Background: an optimization exercise with open tools, aiming at small area. Do not read the settings as production practice. Only simulation tests tie the RTL to the original design; equivalence was not proved. Power and IR drop assume default switching activity. No driver is modelled on the clock port, so clocking that relies on it looks cheaper here than on a real chip.

`flow/config.mk`:
```
export PLATFORM = sky130hd
export DESIGN_NAME = geq_decoder
export DESIGN_NICKNAME = geq_decoder
export VERILOG_FILES = /design/flow/design.v
export SDC_FILE = /design/flow/constraint.sdc
export NUM_CORES = 4
export LEC_CHECK = 0
export CAP_MARGIN = 0
export CORE_AREA = 3 3 277 277
export DIE_AREA = 0 0 280 280
export PLACE_DENSITY = 0.9
export SLEW_MARGIN = 0
```
`flow/constraint.sdc`:
```
create_clock -name core_clock -period 8.0 [get_ports {clk}]
set_input_delay 1.6000 -clock core_clock [delete_from_list [all_inputs] [get_ports {clk}]]
set_output_delay 1.6000 -clock core_clock [all_outputs]
set_load 0.01 [all_outputs]
```
`flow/design.v`:
```
module geq_decoder (
    input  wire         clk,
    input  wire         rst,               
    input  wire         in_valid,          
    input  wire [7:0]   in_byte,
    output wire         frame_valid,       
    output wire [7:0]   frame_board_id,
    output wire [7:0]   frame_seq,
    output wire [7:0]   frame_brightness,
    output wire [423:0] frame_bars,        
    output wire [423:0] frame_scope,       
    output wire [31:0]  frame_vu           
);
    localparam integer BODY_LEN = 113;
    localparam integer NB = 8 * BODY_LEN;
    localparam [6:0] LFSR_LAST = 7'd12;
    reg        s1;                         
    reg        body_st;                    
    reg        body_stn;                   
    reg        ck;                         
    reg [6:0]  cur;                        
    reg [7:0]  sum;                        
    reg        chk;                        
    reg [NB-1:0] body;                     
    wire is_aa = (in_byte == 8'hAA);
    wire is_55 = (in_byte == 8'h55);
    wire last  = (cur == LFSR_LAST);
    wire sync  = in_valid && s1 && is_55;
    always @(posedge clk) begin
        if (rst) begin
            s1       <= 1'b0;
            body_st  <= 1'b0;
            body_stn <= 1'b1;
            ck       <= 1'b0;
            chk      <= 1'b0;
        end else begin
            chk <= in_valid && ck;
            if (in_valid) begin
                if (body_st) begin
                    if (last) begin
                        body_st  <= 1'b0;
                        body_stn <= 1'b1;
                        ck       <= 1'b1;
                    end
                end else if (ck) begin
                    ck <= 1'b0;
                end else begin
                    s1       <= is_aa;
                    body_st  <= s1 && is_55;
                    body_stn <= !(s1 && is_55);
                end
            end
        end
    end
    always @(posedge clk) begin
        if (!body_st)
            cur <= 7'd0;
        else if (in_valid)
            cur <= {cur[5:0], ~(cur[6] ^ cur[5])};
    end
    always @(posedge clk) begin
        if (!(body_st || ck))
            sum <= 8'h00;
        else if (in_valid)
            sum <= sum ^ in_byte;
    end
    assign frame_valid = chk && (sum == 8'h00);
    wire shift = in_valid && body_st;
    wire hold  = !in_valid || body_stn;
    always @(posedge clk)
        body <= ({NB{shift}} & {in_byte, body[NB-1:8]}) | ({NB{hold}} & body);
    assign frame_board_id   = body[8*0 +: 8];
    assign frame_seq        = body[8*1 +: 8];
    assign frame_brightness = body[8*2 +: 8];
    assign frame_bars       = body[8*3   +: 424];
    assign frame_scope      = body[8*56  +: 424];
    assign frame_vu         = body[8*109 +: 32];
endmodule
```
`flow/flow/run.sh`:
```
#!/bin/bash
set -euo pipefail
export BUFFER_PORTS_ARGS="-buffer_cell sky130_fd_sc_hd__buf_1"
export CTS_ARGS="-sink_clustering_enable -repair_clock_nets -dont_use_dummy_load -sink_clustering_size 18 -sink_clustering_max_diameter 60 -buf_list {sky130_fd_sc_hd__clkbuf_4 sky130_fd_sc_hd__clkbuf_8}"
bash standard.sh > standard.log 2>&1
```
`flow/standard.sh`:
```
#!/bin/bash
# synth_recipe.tcl (not shown) runs the flow's synth.tcl, then flattens the netlist and writes it again
# the make line also repeats each setting of config.mk as NAME=value (left out here)
make -C /OpenROAD-flow-scripts/flow DESIGN_CONFIG=/design/flow/config.mk WORK_HOME=/design/flow/orfs CLKGATE_MAP_FILE= SYNTH_SCRIPT=/design/flow/synth_recipe.tcl "${@:-finish}"
```
==> flow_summary.toml, run 1 <==
[status]
outcome = "complete, no violations"

[timing]
clock_skew_ns = 0.0665
max_slew_margin_pct = 21.5
layout_setup_ws_ns = 4.17
finalCritPeriodShare_pct = 47.9
tns_ns = 0
rsz0062_at_grt = "false"
worst-slew-pin-transition_ns = 1.18
hold_viol = 0
finalSetupViolations = 0
period_minus_slack_ns = 3.83
whs_ns = 0.444
timing.fmax_mhz = 261
slew_violations = 0

[synthesis]
syn_area_per_cell_um2 = 13.5
yosysWarningCount = 1
synthCells = 2098
yosysTopAreaCell = "dfxtp_1"
synth_ff_type = "dfxtp_1"
synth-edff-count = 0
synth_top_cells_by_count = "dfxtp_1, a22o_1, buf_2, buf_6, nor2_1"
ys_types = 29
synth_top_area_share_pct = 65.4
syn_nets = 2109
synth.area.top_cells = "dfxtp_1, a22o_1, buf_6, buf_2, mux2i_1"
syn_area_um2 = 28300
yosysMostFrequentCell = "dfxtp_1"
synth_seq_cells = 924
synthArstFlopShare_pct = 0
ys_seq_area_share_pct = 65.4

[worst_setup_path]
reg2reg_depth = 4
end_kind = "output port"
rrSetupSlack_ns = 5.17
r2r-end = "body[279]$_DFF_P_"
rr_startpoint = "body_stn$_SDFFE_PP1P_"
required_ns = 6.40
setup.worst_path.end = "frame_valid"
arrival_ns = 2.23
start_kind = "flip-flop"
worst-setup-path-type = "flip-flop to output port"
path_max_fanout = 2
critical_path.startpoint = "sum[2]$_SDFFE_PN0P_"

[clock_tree]
cts.sinks = 924
cts_buffer_depth = 3
cts_resized = 0
cts_tree = "yes"
cts-htree-levels = 2
clkTransAtPathRegs_ns = 0.11
root_buffer = "clkbuf_8"
ctsHoldBuffers = 0
numCtsBuffers = 61
post-cts-setup-buffers = 0
worstSkewPairLatency_ns = 0.71

[hold_path]
min_path_type = "flip-flop to flip-flop"

[layout]
area_growth_pct = 15.2
ff_latch_area_um2 = 18500
multi_input_area_um2 = 8350
final_cell_area_um2 = 32600
drive_above_1_share_pct = 2.87
nets = 2900
stdcell_count = 3850
nFillCells = 6575

[drt]
post_drt_wl_per_cell_um = 23.8
dr.pass1.iters = 5
via_count = 21700
ant_nets = 0
drt_iter0_markers = 2088
vias_per_cell = 5.63
wirelength_um = 91500
drcViolationCount = 0

[floorplanning]
fp.coreArea_um2 = 73700
initial_core_util_pct = 38.4
fp.dieW_um = 280
ios = 916
die_area_um2 = 78400
dieHeight_um = 280
rows = 99

[place]
gp_congestion = 0.971
placed_area_um2 = 31700
dp.final_hpwl_um = 67600
pre_cts_slack_ns = 3.77
port_buffers = 915
placedCellCount = 3785

[pwr]
p_leak_nw = 12.2
peakVddDrop_uv = 140
p_per_area_nw_per_um2 = 205

[run]
max-cap-violations = 0

[global_routing]
grt_max_degree = 240
grt_pass1_vias = 19700
gr-total-overflow = 0
antenna_found_initial = 5
track_usage_pct = 21.6
grt_pass1_wl_um = 131000
[final cells by class]
type                       count  share of cell area [%]
timing repair buffer         933                    11.3
multi-input combinational    968                    25.6
antenna                        4                  0.0307
clock buffer                  61                    2.58
tap                          959                    3.68
sequential                   924                    56.8
inverter                       1                  0.0115
[worst min-delay path by stage]
stage / to / cells past startpoint / startpoint
after floorplan: ck$_SDFFE_PP0P_ / 1 / ck$_SDFFE_PP0P_
after global placement: body[2]$_DFF_P_ / 1 / body[2]$_DFF_P_
after detailed placement: body[1]$_DFF_P_ / 1 / body[1]$_DFF_P_
after CTS: body[661]$_DFF_P_ / 1 / body[669]$_DFF_P_
after global routing: body[536]$_DFF_P_ / 1 / body[544]$_DFF_P_
final: body[662]$_DFF_P_ / 1 / body[670]$_DFF_P_
[metal layers]
layer  GRT usage [%]  vias to the layer above  wire [um]
li1                -                     9618          -
met1            25.8                    10500      33600
met2            34.6                     1286      42500
met3            4.92                      242       8450
met4            14.8                        0       6970
met5               0                        -          0
[sequential cells by signal (all words and copies together) (netlist names)]
register and cells:
body 904, body_st 1, body_stn 1, chk 1, ck 1, cur 7
s1 1, sum 8
[cell families (layout without fill, tap and decap cells)]
kind of cell / after synthesis / after routing / share of synthesized area [%]
DFF: 924 / 924 / 65.4
AOI/OAI and AO/OA: 911 / 911 / 28.2
xor gates and xnor gates: 9 / 9 / 0.279
other: 0 / 4 / 0
and+or+nand+nor: 41 / 41 / 0.779
muxes: 7 / 7 / 0.248
buffers and inverters: 206 / 995 / 5.05
[layout by cell type (no fill, tap or decap), types with 2 or more instances in the layout]
cell / count
diode_2: 4
clkbuf_8: 61
dfxtp_1: 924
xor2_1: 8
a21oi_1: 2
nand2_1: 8
mux2i_1: 7
nor2_1: 16
buf_4: 10
nor4bb_1: 5
and3b_1: 2
a22o_1: 904
buf_1: 915
nand4_1: 2
nor4_1: 2
buf_12: 8
[worst max-delay path, stage by stage, from the launching register on]
cell	delay [ns]
dfxtp_1	0.34
nor4_1	0.30
nand3b_1	0.12
nor4_1	0.55
buf_1	0.26
[stage by stage]
stage | power (W) | util (%)
after CTS | 0.00670 | 44.2
after global routing | 0.00686 | 44.2
after global placement | 0.00474 | 43.0
final | 0.00667 | 44.2
after detailed placement | 0.00474 | 43.0
after floorplan | 0.00472 | -
[report_power, final]
group | internal [W] | switching (W) | total [W]
combinational | 0.00000981 | 0.0000157 | 0.0000256
clock | 0.000681 | 0.00135 | 0.00203
sequential | 0.00460 | 0.00000488 | 0.00461
==> run 2, diff against run 1 <==
==> flow/flow/run.sh (replaced) <==
#!/bin/bash
set -euo pipefail
export BUFFER_PORTS_ARGS="-buffer_cell sky130_fd_sc_hd__buf_1"
export CTS_ARGS="-sink_clustering_enable -repair_clock_nets -dont_use_dummy_load -sink_clustering_size 32 -sink_clustering_max_diameter 150 -buf_list {sky130_fd_sc_hd__clkbuf_8 sky130_fd_sc_hd__clkbuf_16}"
bash standard.sh > standard.log 2>&1
--- a/flow/config.mk
+++ b/flow/config.mk
@@ -6,7 +6,6 @@
 export NUM_CORES = 4
 export LEC_CHECK = 0
-export CAP_MARGIN = 0
+export CAP_MARGIN = 20
 export CORE_AREA = 3 3 277 277
 export DIE_AREA = 0 0 280 280
-export PLACE_DENSITY = 0.9
-export SLEW_MARGIN = 0
+export SLEW_MARGIN = 20
==> flow_summary.toml, run 2 <==
[layout]
final_cell_area_um2 = 32600
stdcell_count = 3828
nFillCells = 6965
reg_top3 = "body: 904 flops, sum: 8 flops, cur: 7 flops"
largest_reg_flops = 904
drive_above_1_share_pct = 2.20
nets = 2880
regMostFlops = "body"
mostFrequentLayoutCells = "dfxtp_1, buf_1, a22o_1, clkbuf_16, buf_4"
layout_commonest_cell = "dfxtp_1"
area_growth_pct = 15.4

[worst_setup_path]
reg2reg_depth = 4
arrival_ns = 4.17
end_kind = "flip-flop"
cp_cell_sequence = "buf_1 -> buf_4 -> nand2b_4 -> buf_4 -> buf_12 -> a22o_1"
start_kind = "input pin"
cp_num_buf_inv = 4
rrSetupSlack_ns = 5.31
crit_cells = 6
worst-setup-path-type = "input pin to flip-flop"
cpMostUsedCell = "buf_4"
slowest_stage = "nand2b_4"
cpPeakStageDelay_ns = 0.66
path_max_fanout = 212
crit_family = "buffers and inverters"
required_ns = 8.52

[synthesis]
ys_types = 29
synthCells = 2098
synth.area.top_cells = "dfxtp_1, a22o_1, buf_6, buf_2, mux2i_1"
yosys.area_share.xor_xnor_pct = 0.279
synthMuxAreaShare_pct = 0.248
syn_nets = 2109
synth_top_family_by_area = "compound AO/OA/AOI/OAI gates"
yosysWarningCount = 1
synth_ff_type = "dfxtp_1"
synth_seq_cells = 924
synthArstFlopShare_pct = 0
synthAdderAreaFrac_pct = 0
yosysMostFrequentCell = "dfxtp_1"
ys_seq_area_share_pct = 65.4
syn_area_per_cell_um2 = 13.5
synth_top_area_share_pct = 65.4
syn_area_um2 = 28300
synthSimpleGateAreaFrac_pct = 0.779
synth-compound-area-share_pct = 28.2
yosysTopAreaCell = "dfxtp_1"
synth-edff-count = 0
synth_top_cells_by_count = "dfxtp_1, a22o_1, buf_2, buf_6, nor2_1"

[floorplanning]
fp.dieW_um = 280
rows = 99
ios = 916
initial_core_util_pct = 38.4
fp.coreArea_um2 = 73700
die_area_um2 = 78400
dieHeight_um = 280

[timing]
worst-slew-pin-transition_ns = 1.24
tns_ns = 0
period_minus_slack_ns = 3.65
timing.fmax_mhz = 274
finalCritPeriodShare_pct = 45.7
max_slew_margin_pct = 17.1
rsz0062_at_grt = "false"
clock_skew_ns = 0.0364
hold_viol = 0
slew_violations = 0
finalSetupViolations = 0

[clock_tree]
numCtsBuffers = 34
cts_buffer_depth = 3
root_buffer = "clkbuf_16"
worstSkewPairLatency_ns = 0.60
cts_tree = "yes"
clkTransAtPathRegs_ns = 0.12
cts-htree-levels = 2
post-cts-setup-buffers = 0
cts.sinks = 924
cts_resized = 0
ctsHoldBuffers = 0

[drt]
drt_iter0_markers = 1670
vias_per_cell = 5.51
ant_nets = 0
wirelength_um = 93300
dr.pass1.iters = 6
drcViolationCount = 0
post_drt_wl_per_cell_um = 24.4
via_count = 21100

[global_routing]
grt_util_met1_pct = 27.0
met2_usage_pct = 37.6
gr-total-overflow = 0
grt_pass1_wl_um = 135000
top_usage_layer = "met2"
antenna_found_initial = 2
grt_pass1_vias = 19900
track_usage_pct = 22.2
grt_max_degree = 232
met3_usage_pct = 5.51

[place]
dp.final_hpwl_um = 68600
placed_area_um2 = 31800
port_buffers = 915
placedCellCount = 3792
gp_congestion = 0.913

[pwr]
p_leak_nw = 12.2
p_per_area_nw_per_um2 = 208
peakVddDrop_uv = 147

[run]
max-cap-violations = 0

[hold_path]
min_path_type = "flip-flop to flip-flop"
hold_depth = 1

[status]
outcome = "complete, no violations"
## run 2: cell counts after synthesis
Identical to the previous run, type by type.
## run 2: cell type report
class                           count  area, um^2  area share (%)
Sequential cell                   924       18500            56.7
Multi-Input combinational cell    968        8350            25.6
Timing Repair Buffer              940        3700            11.3
Tap cell                          959        1200            3.68
Clock buffer                       34         851            2.61
Antenna cell                        2        5.00          0.0153
Inverter                            1        3.75          0.0115
## run 2: cell families after synthesis
| group | after synthesis |
|---|---|
| buffers and inverters | 206 |
| XOR/XNOR | 9 |
| flip-flops | 924 |
| multiplexers | 7 |
| AND/OR/NAND/NOR | 41 |
| AO/OA/AOI/OAI | 911 |
## run 2: where the power goes
group	switching, W	internal (W)	total (W)
clock	0.00136	0.000778	0.00214
combinational	0.0000143	0.00000982	0.0000242
sequential	0.00000465	0.00460	0.00461
## run 2: worst paths after layout
path / end / startpoint
min reg2reg: body[4]$_DFF_P_ / body[4]$_DFF_P_
max reg2reg: body[422]$_DFF_P_ / body_stn$_SDFFE_PP1P_
min: body[4]$_DFF_P_ / body[4]$_DFF_P_
max: body[422]$_DFF_P_ / in_valid
## run 2: stage by stage
step                hold WS (ns)  power, W  worst slack, ns  util (%)
finish                     0.496   0.00677             4.35      44.2
global placement           0.462   0.00474             3.95      43.1
CTS                        0.494   0.00683             4.49      44.2
detailed placement         0.469   0.00474             3.85      43.1
global route               0.506   0.00697             4.26      44.2
floorplan                  0.456   0.00472             5.40         -
## run 2: metal layers
| metal | routed length, um | vias to the layer above | part of all wire [%] |
|---|---|---|---|
| met5 | 0 | - | 0 |
| met4 | 4120 | 0 | 4.4 |
| met3 | 6890 | 161 | 7.4 |
| met2 | 45400 | 843 | 49 |
| met1 | 36800 | 10500 | 39 |
| li1 | - | 9586 | - |
==> run 3, diff against run 2 <==
==> flow/flow/run.sh (replaced) <==
#!/bin/bash
set -euo pipefail
export BUFFER_PORTS_ARGS="-buffer_cell sky130_fd_sc_hd__buf_1"
export CTS_ARGS="-sink_clustering_enable -repair_clock_nets -dont_use_dummy_load -sink_clustering_size 18 -sink_clustering_max_diameter 120 -buf_list {sky130_fd_sc_hd__clkbuf_4 sky130_fd_sc_hd__clkbuf_8}"
bash standard.sh > standard.log 2>&1
==> flow_summary.toml, run 3 <==
[status]
outcome = "complete, no violations"

[pwr]
sw_frac_of_total_pct = 21.1
pwr-share-clk_pct = 30.4
finalPower_w = 0.00666
p_per_area_nw_per_um2 = 205
p_seq_share_pct = 69.2
pwr-share-comb_pct = 0.4
netSwitchingPower_w = 0.00141
p_leak_nw = 12.2
peakVddDrop_uv = 145
p_int_w = 0.00525

[synthesis]
yosysMostFrequentCell = "dfxtp_1"
synth_seq_cells = 924
yosysWarningCount = 1
yosysTopAreaCell = "dfxtp_1"
synth.area.top_cells = "dfxtp_1, a22o_1, buf_6, buf_2, mux2i_1"
synth_top_cells_by_count = "dfxtp_1, a22o_1, buf_2, buf_6, nor2_1"
ys_seq_area_share_pct = 65.4
ys_types = 29
synth-edff-count = 0
syn_nets = 2109
synth_ff_type = "dfxtp_1"
synthArstFlopShare_pct = 0
syn_area_per_cell_um2 = 13.5
synthCells = 2098
syn_area_um2 = 28300
synth_top_area_share_pct = 65.4

[layout]
layout_commonest_cell = "dfxtp_1"
area_growth_pct = 15.1
drive_above_1_share_pct = 2.98
nets = 2903
reg_top3 = "body: 904 flops, sum: 8 flops, cur: 7 flops"
largest_reg_flops = 904
regMostFlops = "body"
mostFrequentLayoutCells = "dfxtp_1, buf_1, a22o_1, clkbuf_8, buf_4"

[clock_tree]
cts_resized = 0
root_buffer = "clkbuf_8"
cts-htree-levels = 2
cts.sinks = 924
cts_tree = "yes"
clkTransAtPathRegs_ns = 0.11
numCtsBuffers = 57
ctsHoldBuffers = 0
post-cts-setup-buffers = 0
cts_buffer_depth = 3
worstSkewPairLatency_ns = 0.69

[timing]
period_minus_slack_ns = 3.57
clock_skew_ns = 0.0308
timing.fmax_mhz = 280
max_slew_margin_pct = 18.9
slew_violations = 0
worst-slew-pin-transition_ns = 1.22
finalSetupViolations = 0
rsz0062_at_grt = "false"
tns_ns = 0
hold_viol = 0
finalCritPeriodShare_pct = 44.6

[worst_setup_path]
slowest_stage = "nand2b_4"
r2r-end = "body[422]$_DFF_P_"
crit_family = "buffers and inverters"
rr_startpoint = "body_stn$_SDFFE_PP1P_"
required_ns = 8.60
reg2reg_depth = 4
end_kind = "flip-flop"
cp_num_buf_inv = 4
critical_path.startpoint = "in_valid"
worst-setup-path-type = "input pin to flip-flop"
cp_cell_sequence = "buf_1 -> buf_4 -> nand2b_4 -> buf_4 -> buf_12 -> a22o_1"
path_max_fanout = 212
start_kind = "input pin"
cpMostUsedCell = "buf_4"
cpPeakStageDelay_ns = 0.67
arrival_ns = 4.17
rrSetupSlack_ns = 5.30

[floorplanning]
rows = 99
initial_core_util_pct = 38.4
ios = 916
die_area_um2 = 78400
fp.coreArea_um2 = 73700
fp.dieW_um = 280
dieHeight_um = 280

[drt]
wirelength_um = 93800
vias_per_cell = 5.50
via_count = 21200
post_drt_wl_per_cell_um = 24.3
drt_iter0_markers = 1654
drcViolationCount = 0
ant_nets = 0
dr.pass1.iters = 5

[global_routing]
grt_pass1_vias = 20200
track_usage_pct = 22.3
grt_max_degree = 232
grt_pass1_wl_um = 136000
gr-total-overflow = 0
antenna_found_initial = 3

[hold_path]
hold_start = "body[4]$_DFF_P_"
worstHoldEndpoint = "body[4]$_DFF_P_"
hold_depth = 1
min_path_type = "flip-flop to flip-flop"

[place]
port_buffers = 915
gp_congestion = 0.913
dp.final_hpwl_um = 68600

[run]
max-cap-violations = 0
-- run 3: cell count changes in the layout (fill, tap and decap cells not counted), sizes merged --
cell    before  now
clkbuf      34   57
diode        2    4
-- run 3: cells by family (layout without fill, tap and decap cells) --
group | Yosys count | count (layout) | share of synthesized area [%]
AO/OA/AOI/OAI | 911 | 911 | 28.2
XOR/XNOR | 9 | 9 | 0.279
buffers and inverters | 206 | 998 | 5.05
flip-flops | 924 | 924 | 65.4
multiplexers | 7 | 7 | 0.248
other | 0 | 4 | 0
AND/OR/NAND/NOR | 41 | 41 | 0.779
-- run 3: cell type report --
| class | instances | area, um^2 |
|---|---|---|
| Fill cell | 6989 | 41200 |
| Sequential cell | 924 | 18500 |
| Multi-Input combinational cell | 968 | 8350 |
| Timing Repair Buffer | 940 | 3700 |
| Tap cell | 959 | 1200 |
| Clock buffer | 57 | 785 |
| Antenna cell | 4 | 10.0 |
| Inverter | 1 | 3.75 |
-- run 3: worst max-delay path by stage --
stage | cells after the start | end
floorplan | 3 | frame_valid
global placement | 6 | body[400]$_DFF_P_
detailed placement | 6 | body[422]$_DFF_P_
CTS | 4 | frame_valid
global route | 4 | frame_valid
finish | 6 | body[422]$_DFF_P_
-- run 3: power groups by stage --
stage | logic, W | clock network, W | registers (W)
6_report | 0.0000240 | 0.00203 | 0.00461
5_1_grt | 0.0000259 | 0.00223 | 0.00461
4_1_cts | 0.0000243 | 0.00209 | 0.00461
3_5_place_dp | 0.0000241 | 0 | 0.00471
3_3_place_gp | 0.0000235 | 0 | 0.00471
2_1_floorplan | 0.0000101 | 0 | 0.00471
-- run 3: metal layers --
metal  global-route usage (%)  vias up  part of all wire (%)
met2                     37.8      845                    48
met4                     9.43        0                   4.6
met1                     27.1    10500                    40
li1                         -     9613                     -
met5                        0        -                     0
met3                     5.48      195                   7.3
-- run 3: metrics by stage --
step	area [um^2]	instances	worst slack, ns	util (%)	hold slack [ns]
finish	32500	3853	4.43	44.2	0.493
global route	32500	3852	4.30	44.2	0.505
CTS	32500	3849	4.40	44.1	0.496
detailed placement	31800	3792	3.85	43.1	0.469
global placement	31800	3792	3.95	43.1	0.462
floorplan	28300	2098	5.40	-	0.456
==> run 4, diff against run 3 <==
--- a/flow/config.mk
+++ b/flow/config.mk
@@ -9,3 +9,4 @@
 export CORE_AREA = 3 3 277 277
 export DIE_AREA = 0 0 280 280
+export PLACE_DENSITY = 0.8
 export SLEW_MARGIN = 20
==> flow_summary.toml, run 4 <==
[clock_tree]
post-cts-setup-buffers = 0
numCtsBuffers = 57
worstSkewPairLatency_ns = 0.69
root_buffer = "clkbuf_8"
cts_tree = "yes"
clkTransAtPathRegs_ns = 0.11
cts-htree-levels = 2
cts_buffer_depth = 3
cts.sinks = 924
cts_resized = 0
ctsHoldBuffers = 0

[worst_setup_path]
arrival_ns = 1.90
start_kind = "flip-flop"
worst-setup-path-type = "flip-flop to output port"
path_max_fanout = 2
required_ns = 6.40
end_kind = "output port"
reg2reg_depth = 4

[global_routing]
grt_max_degree = 250
grt_pass1_vias = 19000
antenna_found_initial = 3
met3_usage_pct = 4.81
met2_usage_pct = 34.0
grt_util_met1_pct = 25.8
track_usage_pct = 20.8
top_usage_layer = "met2"
grt_pass1_wl_um = 127000
gr-total-overflow = 0

[layout]
nets = 2898
mostFrequentLayoutCells = "dfxtp_1, buf_1, a22o_1, clkbuf_8, nor2_1"
layout_commonest_cell = "dfxtp_1"
stdcell_count = 3847
regMostFlops = "body"
drive_above_1_share_pct = 2.81
largest_reg_flops = 904
final_util_pct = 44.1
area_growth_pct = 15.0
reg_top3 = "body: 904 flops, sum: 8 flops, cur: 7 flops"

[drt]
vias_per_cell = 5.51
via_count = 21200
drt_iter0_markers = 2221
drcViolationCount = 0
wirelength_um = 88200
ant_nets = 0
dr.pass1.iters = 5
post_drt_wl_per_cell_um = 22.9

[timing]
finalCritPeriodShare_pct = 43.8
max_slew_margin_pct = 22.5
period_minus_slack_ns = 3.50
rsz0062_at_grt = "false"
clock_skew_ns = 0.0460
finalSetupViolations = 0
tns_ns = 0
whs_ns = 0.475
hold_viol = 0
slew_violations = 0
timing.fmax_mhz = 285
worst-slew-pin-transition_ns = 1.16

[synthesis]
syn_nets = 2109
ys_seq_area_share_pct = 65.4
yosysTopAreaCell = "dfxtp_1"
synth_ff_type = "dfxtp_1"
syn_area_per_cell_um2 = 13.5
syn_area_um2 = 28300
yosysWarningCount = 1
synth-edff-count = 0
yosysMostFrequentCell = "dfxtp_1"
synth.area.top_cells = "dfxtp_1, a22o_1, buf_6, buf_2, mux2i_1"
synthArstFlopShare_pct = 0
synthCells = 2098
ys_types = 29
synth_seq_cells = 924
synth_top_cells_by_count = "dfxtp_1, a22o_1, buf_2, buf_6, nor2_1"
synth_top_area_share_pct = 65.4

[floorplanning]
ios = 916
fp.dieW_um = 280
rows = 99
fp.coreArea_um2 = 73700
initial_core_util_pct = 38.4
die_area_um2 = 78400
dieHeight_um = 280

[pwr]
p_per_area_nw_per_um2 = 203
p_leak_nw = 12.2
peakVddDrop_uv = 152
finalPower_w = 0.00661

[status]
outcome = "complete, no violations"

[place]
dp.final_hpwl_um = 64800
placedCellCount = 3787
port_buffers = 915
gp_congestion = 0.918

[run]
max-cap-violations = 0

[hold_path]
hold_depth = 1
min_path_type = "flip-flop to flip-flop"
[run 4: cell count changes in the layout (fill, tap and decap cells not counted)]
| cell | before | now |
|---|---|---|
| buf_4 | 19 | 14 |
| diode_2 | 4 | 3 |
[run 4: path summary, 6_finish.rpt]
| kind | start | to | slack (ns) |
|---|---|---|---|
| max reg2reg | body_stn$_SDFFE_PP1P_ | body[39]$_DFF_P_ | 5.54 |
| max | sum[2]$_SDFFE_PN0P_ | frame_valid | 4.50 |
| min reg2reg | body[676]$_DFF_P_ | body[668]$_DFF_P_ | 0.47 |
| min | body[676]$_DFF_P_ | body[668]$_DFF_P_ | 0.47 |
[run 4: layout make-up]
type                       count  area [um^2]
sequential                   924        18500
clock buffer                  57          785
fill                        6778        41200
inverter                       1         3.75
timing repair buffer         935         3660
antenna                        3         7.51
multi-input combinational    968         8350
tap                          959         1200
[run 4: power breakdown]
group	internal, W	total, W	switching, W	leakage [nW]
Combinational	0.00000979	0.0000239	0.0000141	4.30
Clock	0.000639	0.00198	0.00134	0.410
Sequential	0.00460	0.00461	0.00000486	7.44
Total	0.00525	0.00661	0.00136	12.2
[run 4: metrics by stage]
stage / instance area (um^2) / setup WS, ns
after floorplan: 28300 / 5.40
after global placement: 31700 / 3.91
after detailed placement: 31700 / 3.92
after CTS: 32500 / 4.41
after global routing: 32500 / 4.32
final: 32500 / 4.50
[run 4: worst max-delay path: stages, from the launching register on]
cell and delay, ns:
dfxtp_1 0.34, nor4_1 0.31, nand3b_1 0.14, nor4_1 0.24, buf_1 0.22
[run 4: cells by family after synthesis]
kind of cell,Yosys count,share of synthesized area (%)
flops,924,65.4
xor+xnor,9,0.279
buf+inv,206,5.05
mux,7,0.248
compound gates,911,28.2
simple gates,41,0.779
[run 4: metal layers]
layer | vias to the layer above | share of wire (%)
li1 | 9619 | -
met1 | 10300 | 39
met2 | 1056 | 47
met3 | 211 | 8.5
met4 | 0 | 5.5
met5 | - | 0
==> run 5, diff against run 4 <==
==> flow/flow/run.sh (replaced) <==
#!/bin/bash
set -euo pipefail
export BUFFER_PORTS_ARGS="-buffer_cell sky130_fd_sc_hd__buf_1"
export CTS_ARGS="-sink_clustering_enable -repair_clock_nets -dont_use_dummy_load -sink_clustering_size 20 -sink_clustering_max_diameter 150 -buf_list {sky130_fd_sc_hd__clkbuf_4 sky130_fd_sc_hd__clkbuf_8}"
bash standard.sh > standard.log 2>&1
==> flow_summary.toml, run 5 <==
[place]
gp_congestion = 0.918
placed_area_um2 = 31700
dp.final_hpwl_um = 64800
port_buffers = 915

[worst_setup_path]
reg2reg_depth = 4
required_ns = 6.40
worst-setup-path-type = "flip-flop to output port"
path_max_fanout = 2
rrSetupSlack_ns = 5.50
arrival_ns = 1.94
r2r-end = "body[556]$_DFF_P_"
start_kind = "flip-flop"
rr_startpoint = "body_stn$_SDFFE_PP1P_"
end_kind = "output port"

[pwr]
p_seq_share_pct = 70.3
pwr-share-comb_pct = 0.4
p_leak_nw = 12.1
pwr-share-clk_pct = 29.4
netSwitchingPower_w = 0.00136
finalPower_w = 0.00656
sw_frac_of_total_pct = 20.7
peakVddDrop_uv = 165
p_per_area_nw_per_um2 = 202
p_int_w = 0.00520

[hold_path]
min_path_type = "flip-flop to flip-flop"
worstHoldEndpoint = "body[825]$_DFF_P_"
hold_start = "body[833]$_DFF_P_"
hold_depth = 1

[layout]
mostFrequentLayoutCells = "dfxtp_1, buf_1, a22o_1, clkbuf_8, nor2_1"
area_growth_pct = 14.8
final_cell_area_um2 = 32400
layout_commonest_cell = "dfxtp_1"
regMostFlops = "body"
largest_reg_flops = 904
drive_above_1_share_pct = 2.64
nets = 2893
reg_top3 = "body: 904 flops, sum: 8 flops, cur: 7 flops"

[synthesis]
yosysTopAreaCell = "dfxtp_1"
synth-compound-area-share_pct = 28.2
synth-edff-count = 0
syn_area_um2 = 28300
yosysWarningCount = 1
ys_seq_area_share_pct = 65.4
synth_ff_type = "dfxtp_1"
synth_top_area_share_pct = 65.4
synth_top_cells_by_count = "dfxtp_1, a22o_1, buf_2, buf_6, nor2_1"
syn_area_per_cell_um2 = 13.5
synth.area.top_cells = "dfxtp_1, a22o_1, buf_6, buf_2, mux2i_1"
syn_nets = 2109
synthSimpleGateAreaFrac_pct = 0.779
synthAdderAreaFrac_pct = 0
synth_top_family_by_area = "compound AO/OA/AOI/OAI gates"
yosysMostFrequentCell = "dfxtp_1"
synthArstFlopShare_pct = 0
ys_types = 29
yosys.area_share.xor_xnor_pct = 0.279
synthCells = 2098
synthMuxAreaShare_pct = 0.248
synth_seq_cells = 924

[timing]
timing.fmax_mhz = 283
finalCritPeriodShare_pct = 44.2
hold_viol = 0
period_minus_slack_ns = 3.54
slew_violations = 0
tns_ns = 0
clock_skew_ns = 0.0657
worst-slew-pin-transition_ns = 1.16
max_slew_margin_pct = 22.5
finalSetupViolations = 0
rsz0062_at_grt = "false"

[run]
max-cap-violations = 0

[drt]
ant_nets = 0
wirelength_um = 88200
vias_per_cell = 5.51
dr.pass1.iters = 5
drt_iter0_markers = 2081
via_count = 21200
post_drt_wl_per_cell_um = 22.9
drcViolationCount = 0

[floorplanning]
rows = 99
fp.coreArea_um2 = 73700
ios = 916
dieHeight_um = 280
initial_core_util_pct = 38.4
die_area_um2 = 78400
fp.dieW_um = 280

[clock_tree]
cts_tree = "yes"
worstSkewPairLatency_ns = 0.67
cts.sinks = 924
cts_buffer_depth = 3
post-cts-setup-buffers = 0
clkTransAtPathRegs_ns = 0.12
cts-htree-levels = 2
cts_resized = 0
numCtsBuffers = 52
ctsHoldBuffers = 0
root_buffer = "clkbuf_8"

[global_routing]
grt_max_degree = 250
grt_pass1_vias = 19000
antenna_found_initial = 3
grt_pass1_wl_um = 127000
track_usage_pct = 20.8
gr-total-overflow = 0

[status]
outcome = "complete, no violations"
[run 5: per-layer routing]
metal  track usage (%)  wire length (um)  part of all wire (%)
met5                 0                 0                     0
met4              9.87              4210                   4.8
met3              4.80              7360                   8.3
met2              34.3             42400                    48
met1              25.9             34200                    39
[run 5: worst max-delay path by stage]
stage / start / to / slack (ns) / cells past startpoint
2_1_floorplan: sum[2]$_SDFFE_PN0P_ / frame_valid / 5.40 / 3
3_3_place_gp: in_valid / body[83]$_DFF_P_ / 3.91 / 6
3_5_place_dp: in_valid / body[556]$_DFF_P_ / 3.92 / 6
4_1_cts: sum[2]$_SDFFE_PN0P_ / frame_valid / 4.39 / 4
5_1_grt: sum[2]$_SDFFE_PN0P_ / frame_valid / 4.30 / 4
6_report: sum[2]$_SDFFE_PN0P_ / frame_valid / 4.46 / 4
[run 5: logic make-up (layout without fill, tap and decap cells)]
logic type | after synthesis | in the layout
xor+xnor | 9 | 9
mux | 7 | 7
other cells | 0 | 4
flops | 924 | 924
compound gates | 911 | 911
simple gates | 41 | 41
buf+inv | 206 | 988
[run 5: area by class of cell]
type,count,area (um^2)
fill,6797,41300
antenna,4,10.0
inverter,1,3.75
multi-input combinational,968,8350
timing repair buffer,935,3660
clock buffer,52,716
tap,959,1200
sequential,924,18500
[run 5: critical path, cell delays in order (launching register included)]
cell      delay (ns)
dfxtp_1         0.35
nor4_1          0.31
nand3b_1        0.14
nor4_1          0.25
buf_1           0.22
[run 5: power by group through the flow]
stage / registers (W) / logic, W / clock network (W)
final: 0.00461 / 0.0000239 / 0.00193
after global routing: 0.00461 / 0.0000262 / 0.00215
after CTS: 0.00461 / 0.0000241 / 0.00198
after detailed placement: 0.00471 / 0.0000243 / 0
after global placement: 0.00471 / 0.0000237 / 0
after floorplan: 0.00471 / 0.0000101 / 0
[run 5: metrics by stage]
stage                     utilization [%]  instances  setup WS, ns  hold slack, ns
after floorplan                         -       2098          5.40           0.456
final                                44.0       3843          4.46           0.460
after global placement               43.0       3787          3.91           0.466
after CTS                            44.0       3839          4.39           0.454
after detailed placement             43.0       3787          3.92           0.464
after global routing                 44.0       3842          4.30           0.471
==> run 6, diff against run 5 <==
==> flow/flow/run.sh (replaced) <==
#!/bin/bash
set -euo pipefail
export BUFFER_PORTS_ARGS="-buffer_cell sky130_fd_sc_hd__buf_1"
export CTS_ARGS="-sink_clustering_enable -repair_clock_nets -dont_use_dummy_load -sink_clustering_size 19 -sink_clustering_max_diameter 150 -buf_list {sky130_fd_sc_hd__clkbuf_4 sky130_fd_sc_hd__clkbuf_8}"
bash standard.sh > standard.log 2>&1
==> flow_summary.toml, run 6 <==
[worst_setup_path]
worst-setup-path-type = "flip-flop to output port"
rr_startpoint = "body_stn$_SDFFE_PP1P_"
end_kind = "output port"
rrSetupSlack_ns = 5.48
reg2reg_depth = 4
arrival_ns = 1.92
path_max_fanout = 2
start_kind = "flip-flop"
required_ns = 6.40
r2r-end = "body[556]$_DFF_P_"

[synthesis]
ys_seq_area_share_pct = 65.4
syn_nets = 2109
synthSimpleGateAreaFrac_pct = 0.779
synth_top_cells_by_count = "dfxtp_1, a22o_1, buf_2, buf_6, nor2_1"
synth.area.top_cells = "dfxtp_1, a22o_1, buf_6, buf_2, mux2i_1"
yosys.area_share.xor_xnor_pct = 0.279
yosysTopAreaCell = "dfxtp_1"
synth_seq_cells = 924
synth_top_family_by_area = "compound AO/OA/AOI/OAI gates"
yosysWarningCount = 1
yosysMostFrequentCell = "dfxtp_1"
synth_ff_type = "dfxtp_1"
synthCells = 2098
synth-compound-area-share_pct = 28.2
syn_area_per_cell_um2 = 13.5
synthMuxAreaShare_pct = 0.248
synthAdderAreaFrac_pct = 0
synthArstFlopShare_pct = 0
ys_types = 29
synth-edff-count = 0
syn_area_um2 = 28300
synth_top_area_share_pct = 65.4

[global_routing]
track_usage_pct = 20.8
antenna_found_initial = 3
grt_max_degree = 250
grt_pass1_vias = 19000
grt_pass1_wl_um = 127000
gr-total-overflow = 0

[layout]
mostFrequentLayoutCells = "dfxtp_1, buf_1, a22o_1, clkbuf_8, nor2_1"
area_growth_pct = 14.9
regMostFlops = "body"
drive_above_1_share_pct = 2.71
largest_reg_flops = 904
layout_commonest_cell = "dfxtp_1"
nets = 2895
reg_top3 = "body: 904 flops, sum: 8 flops, cur: 7 flops"
final_cell_area_um2 = 32500

[drt]
drt_iter0_markers = 1991
wirelength_um = 88100
drcViolationCount = 0
dr.pass1.iters = 7
via_count = 21200
vias_per_cell = 5.51
post_drt_wl_per_cell_um = 22.9
ant_nets = 0

[clock_tree]
worstSkewPairLatency_ns = 0.67
cts_resized = 0
ctsHoldBuffers = 0
cts-htree-levels = 2
cts.sinks = 924
clkTransAtPathRegs_ns = 0.12
root_buffer = "clkbuf_8"
post-cts-setup-buffers = 0
cts_buffer_depth = 3
cts_tree = "yes"
numCtsBuffers = 54

[timing]
hold_viol = 0
layout_setup_ws_ns = 4.48
max_slew_margin_pct = 21.2
finalCritPeriodShare_pct = 43.9
finalSetupViolations = 0
slew_violations = 0
clock_skew_ns = 0.0386
period_minus_slack_ns = 3.52
rsz0062_at_grt = "false"
tns_ns = 0
whs_ns = 0.485
worst-slew-pin-transition_ns = 1.18
timing.fmax_mhz = 284

[hold_path]
hold_depth = 1
worstHoldEndpoint = "body[174]$_DFF_P_"
min_path_type = "flip-flop to flip-flop"
hold_start = "body[182]$_DFF_P_"

[floorplanning]
fp.coreArea_um2 = 73700
rows = 99
die_area_um2 = 78400
ios = 916
initial_core_util_pct = 38.4
dieHeight_um = 280
fp.dieW_um = 280

[pwr]
p_per_area_nw_per_um2 = 202
p_leak_nw = 12.1
peakVddDrop_uv = 164
finalPower_w = 0.00657

[place]
placed_area_um2 = 31700
gp_congestion = 0.918
dp.final_hpwl_um = 64800
port_buffers = 915
pre_cts_slack_ns = 3.92

[status]
outcome = "complete, no violations"

[run]
max-cap-violations = 0
==> run 6: cell counts after synthesis <==
No cell type changed its count.
==> run 6: final cells by class <==
class / instances / area [um^2]
Antenna cell: 4 / 10.0
Tap cell: 959 / 1200
Multi-Input combinational cell: 968 / 8350
Sequential cell: 924 / 18500
Timing Repair Buffer: 935 / 3660
Inverter: 1 / 3.75
Fill cell: 6780 / 41200
Clock buffer: 54 / 743
==> run 6: worst max path at each step <==
stage	startpoint	slack, ns	endpoint	cells past startpoint
after global placement	in_valid	3.91	body[83]$_DFF_P_	6
final	sum[2]$_SDFFE_PN0P_	4.48	frame_valid	4
after detailed placement	in_valid	3.92	body[556]$_DFF_P_	6
after floorplan	sum[2]$_SDFFE_PN0P_	5.40	frame_valid	3
after global routing	sum[2]$_SDFFE_PN0P_	4.32	frame_valid	4
after CTS	sum[2]$_SDFFE_PN0P_	4.39	frame_valid	4
==> run 6: cells by family (layout without fill, tap and decap cells) <==
kind of cell,Yosys count,after routing
other,0,4
muxes,7,7
buffers and inverters,206,990
AOI/OAI and AO/OA,911,911
and+or+nand+nor,41,41
xor gates and xnor gates,9,9
DFF,924,924
==> run 6: critical path: stages, from the launching register on <==
cell      delay (ns)
dfxtp_1         0.35
nor4_1          0.30
nand3b_1        0.14
nor4_1          0.25
buf_1           0.21
==> run 6: metal layers <==
| metal | wire (um) | global-route usage (%) |
|---|---|---|
| met2 | 41800 | 33.8 |
| met4 | 4730 | 10.8 |
| met3 | 6890 | 4.78 |
| met5 | 0 | 0 |
| met1 | 34700 | 25.8 |
==> run 6: power breakdown <==
| group | internal (W) | switching [W] |
|---|---|---|
| Sequential | 0.00460 | 0.00000487 |
| Clock | 0.000608 | 0.00133 |
| Combinational | 0.00000979 | 0.0000141 |
| Total | 0.00522 | 0.00135 |
==> run 6: metrics by stage <==
stage	instances	utilization (%)
6_report	3845	44.1
5_1_grt	3844	44.0
4_1_cts	3841	44.0
3_5_place_dp	3787	43.0
3_3_place_gp	3787	43.0
2_1_floorplan	2098	-

[separate check: timing with driven ports]
The results above use ideal ports. As a check the final layouts listed here were re-extracted and re-timed, cells and wires unchanged.
Step 1: set_driving_cell puts a clkbuf_16 on clk and a buf_2 on each other input, an assumption about the parent block.
Step 2 adds t to the input delays and takes it off the output delays; t is the mean of the earliest and latest rising clock arrival at the registers after step 1. Input paths then give back, and output paths get back, about the clock's delay inside the block.
Slacks: ideal / step 1 / step 2; pairs: ideal / step 1.
run | shift t [ns] | setup WS [ns] | hold slack, ns | worst slew at a driven data input, ns
run 1 | 0.719 | 4.165 / 4.105 / 3.642 | 0.444 / 0.444 / 0.444 | 0.17
run 2 | 0.639 | 4.346 / 4.358 / 3.719 | 0.496 / 0.496 / 0.496 | 0.08
run 3 | 0.728 | 4.431 / 4.406 / 3.711 | 0.493 / 0.493 / 0.493 | 0.09
run 4 | 0.728 | 4.497 / 4.432 / 3.915 | 0.475 / 0.475 / 0.475 | 0.13
run 5 | 0.712 | 4.461 / 4.396 / 3.927 | 0.460 / 0.460 / 0.460 | 0.13
run 6 | 0.717 | 4.484 / 4.420 / 3.888 | 0.485 / 0.485 / 0.485 | 0.12
After both steps setup and hold are still met in every run listed. For run 3, which loses most, drivers alone change the setup slack by -0.025 ns; drivers and shift together by -0.720 ns.
